From an optimization exercise on the open Yosys and OpenROAD flow, aimed at small area, a short achievable clock period and few clock cycles; shortcuts taken in it are not production practice. In this exercise RTL edits were held to simulation tests only and were not proved equivalent to the original. Power and IR drop assume default switching activity.

Setup of main:
Design quic_walk, start of the top module:
module quic_walk (
    input  wire        clk,
    input  wire        rst,
    input  wire        in_valid,
    output wire        in_ready,
    input  wire [31:0] in_data,
    input  wire [2:0]  in_cnt,
    input  wire        in_last,
    output wire        frm_valid,
    output wire [3:0]  frm_kind,
    output wire [7:0]  frm_tag,
    output wire [15:0] frm_off,
    output wire [15:0] frm_len,
    output wire        done_valid,
    output wire [7:0]  done_status,
    output wire [7:0]  done_cause,
    output wire [15:0] done_nfrm,
    output wire [15:0] done_nbytes
);
    localparam [2:0] S_TAG  = 3'd0;   
    localparam [2:0] S_X1   = 3'd1;   
    localparam [2:0] S_X2   = 3'd2;   
    localparam [2:0] S_B    = 3'd3;   
    localparam [2:0] S_UTF  = 3'd4;   
    localparam [2:0] S_D0   = 3'd5;   
    localparam [2:0] S_D0OK = 3'd6;   
    localparam [2:0] S_ERR  = 3'd7;   
    localparam [2:0] B_DL  = 3'd0;    
    localparam [2:0] B_NBS = 3'd1;    
    localparam [2:0] B_NB  = 3'd2;    
    localparam [2:0] B_TS2 = 3'd3;    
    localparam [2:0] B_TS1 = 3'd4;    
    localparam [1:0] E_RESV  = 2'd0;
    localparam [1:0] E_UTF   = 2'd1;
    localparam [1:0] E_TRUNC = 2'd2;
    localparam [3:0] U_OK   = 4'd0;   
    localparam [3:0] U_C1   = 4'd1;   
    localparam [3:0] U_C2   = 4'd2;   
    localparam [3:0] U_C2A0 = 4'd3;   
    localparam [3:0] U_C29F = 4'd4;   
    localparam [3:0] U_C3   = 4'd5;   
    localparam [3:0] U_C390 = 4'd6;   
    localparam [3:0] U_C38F = 4'd7;   
    localparam [3:0] U_BAD  = 4'd8;   
    reg        bv;
    reg [31:0] bdata;
    reg [2:0]  bcnt;
    reg        blast;
    reg [13:0] bpos;      
    reg [2:0]  brel;      
    reg [2:0]  st;
    reg [2:0]  bs;        
    reg [16:0] cur;       
    reg [3:0]  kh;        
    reg        pv;        
    reg [15:0] fstart;    
    reg [7:0]  ftag;
    reg [7:0]  hold1;     
    reg [7:0]  hold2;     
    reg [15:0] nfrm;
    reg [1:0]  ecode;
  ...
Size: ~1600 cells after synthesis, ~150 flip-flops, roughly 130 I/O pins.
Settings: LEC_CHECK=0, ABC_AREA=1, CAP_MARGIN=5, CORE_MARGIN=2, CORE_UTILIZATION=60, CTS_BUF_LIST=sky130_fd_sc_hd__clkbuf_8, PLACE_DENSITY=0.7, SETUP_SLACK_MARGIN=3.25, SLEW_MARGIN=5; clock period 8.0 ns.
standard.sh (not shown) runs the stock make flow with config.mk's settings and CLKGATE_MAP_FILE= SYNTH_SCRIPT=/design/flow/synth_recipe.tcl, a recipe that flattens the netlist after the stock synthesis.
==> flow/flow/run.sh <==
#!/bin/bash
# The standard layout (the standard.sh, all steps), with the port buffers
# that buffer_ports inserts made plain sky130_fd_sc_hd__buf_1 cells: every
# input and output port still gets its own buffer. The full output of make and
# of the DEF export goes to flow_make.log; ORFS keeps each step's own log
# under orfs/logs/.
set -euo pipefail
export BUFFER_PORTS_ARGS="-buffer_cell sky130_fd_sc_hd__buf_1"
bash standard.sh > flow_make.log 2>&1
Testbench counts of main, summed over its fixed seeds: cycles 13,226.
### main -> the feature branch
- ABC_AREA changed from 1 to 0
- SLEW_MARGIN changed from 5 to 20
- SETUP_SLACK_MARGIN changed from 3.25 to 3.0
- CAP_MARGIN changed from 5 to 20
## What came out
- Having completed the whole flow, the feature branch delivered a layout that passed the timing, DRC and antenna checks.
- Lower area of combinational cells with multiple inputs among main and the feature branch: main
- For share of the yosys chip area belonging to registers, the feature branch and main come out practically identical.
- The via count reported for the feature branch is lower than the one for main.
- Going from main to the feature branch, worst-margin pin slew up 0.0035 ns, sum of buffers and inverters on the critical path shows a reduction of 3, cell-internal power increased by about 90% relative to the old numbers, setup slack after layout now sits lower.
- main -> the feature branch: routed wire length increased slightly
- The run showing the greater layout-stage area growth over the synthesis result is main.

* * *

quic_walk, a different RTL version from the one above (not shown whole).
For scale: about 1600 cells after synthesis, roughly 150 flip-flops, ~130 I/O pins, ~12000 µm² of cells after synthesis.
clock: 8.0 ns
lec_check: 0
abc_area: 1
cap_margin: 20
core_margin: 2
core_utilization: 65
cts_buf_list: sky130_fd_sc_hd__clkbuf_8
place_density: 0.75
setup_slack_margin: 3.5
slew_margin: 20
==> flow/flow/run.sh <==
#!/bin/bash
# The standard layout (the standard.sh, all steps), with two changes to
# how it is built: the port buffers that buffer_ports inserts are plain
# sky130_fd_sc_hd__buf_1 cells (every input and output port still gets its
# own buffer), and clock tree synthesis adds no dummy loads to its leaves.
# The full output of make and of the DEF export goes to flow_make.log; ORFS
# keeps each step's own log under orfs/logs/.
set -euo pipefail
export BUFFER_PORTS_ARGS="-buffer_cell sky130_fd_sc_hd__buf_1"
export CTS_ARGS="-sink_clustering_enable -repair_clock_nets -buf_list sky130_fd_sc_hd__clkbuf_8 -dont_use_dummy_load"
bash standard.sh > flow_make.log 2>&1
The first run passed the timing, DRC and antenna checks.
Testbench counts at the start, summed over its fixed seeds: cycles 13,226.
Change:
CORE_UTILIZATION = 60   (was 65)
PLACE_DENSITY = 0.7   (was 0.75)
SETUP_SLACK_MARGIN = 3.25   (was 3.5)
Outcome: The changed run completed without violations; routed wire length is lower by 4.9%; cell area is lower by 4.1%; power is lower by 3.6%; global-route usage is lower by 3.5 points; utilization is lower by 8.9 points; synthesized area stays the same; setup slack gets worse by 280 ps; register-to-register slack gets worse by 130 ps.

[what the ideal ports hide]
The results above use ideal ports. As a check the final layouts listed here were re-extracted and re-timed, cells and wires unchanged.
Step 1: set_driving_cell puts a clkbuf_16 on clk and a buf_2 on each other input, an assumption about the parent block.
Step 2 adds t to the input delays and takes it off the output delays; t is the mean of the earliest and latest rising clock arrival at the registers after step 1. Input paths then give back, and output paths get back, about the clock's delay inside the block.
Slacks: ideal / step 1 / step 2; pairs: ideal / step 1.
run | t, ns | setup slack, ns | hold slack, ns | slew at the worst register clock pin (ns)
main | 0.507 | 3.350 / 3.307 / 3.423 | 0.490 / 0.490 / 0.490 | 0.09 / 0.09
the feature branch | 0.514 | 3.101 / 3.059 / 3.199 | 0.494 / 0.494 / 0.494 | 0.10 / 0.10
the first run of note 2 | 0.513 | 3.501 / 3.458 / 3.688 | 0.475 / 0.475 / 0.475 | 0.10 / 0.10
the second run of note 2 | 0.490 | 3.220 / 3.176 / 3.556 | 0.491 / 0.491 / 0.491 | 0.11 / 0.11
After both steps setup and hold are still met in every run listed.
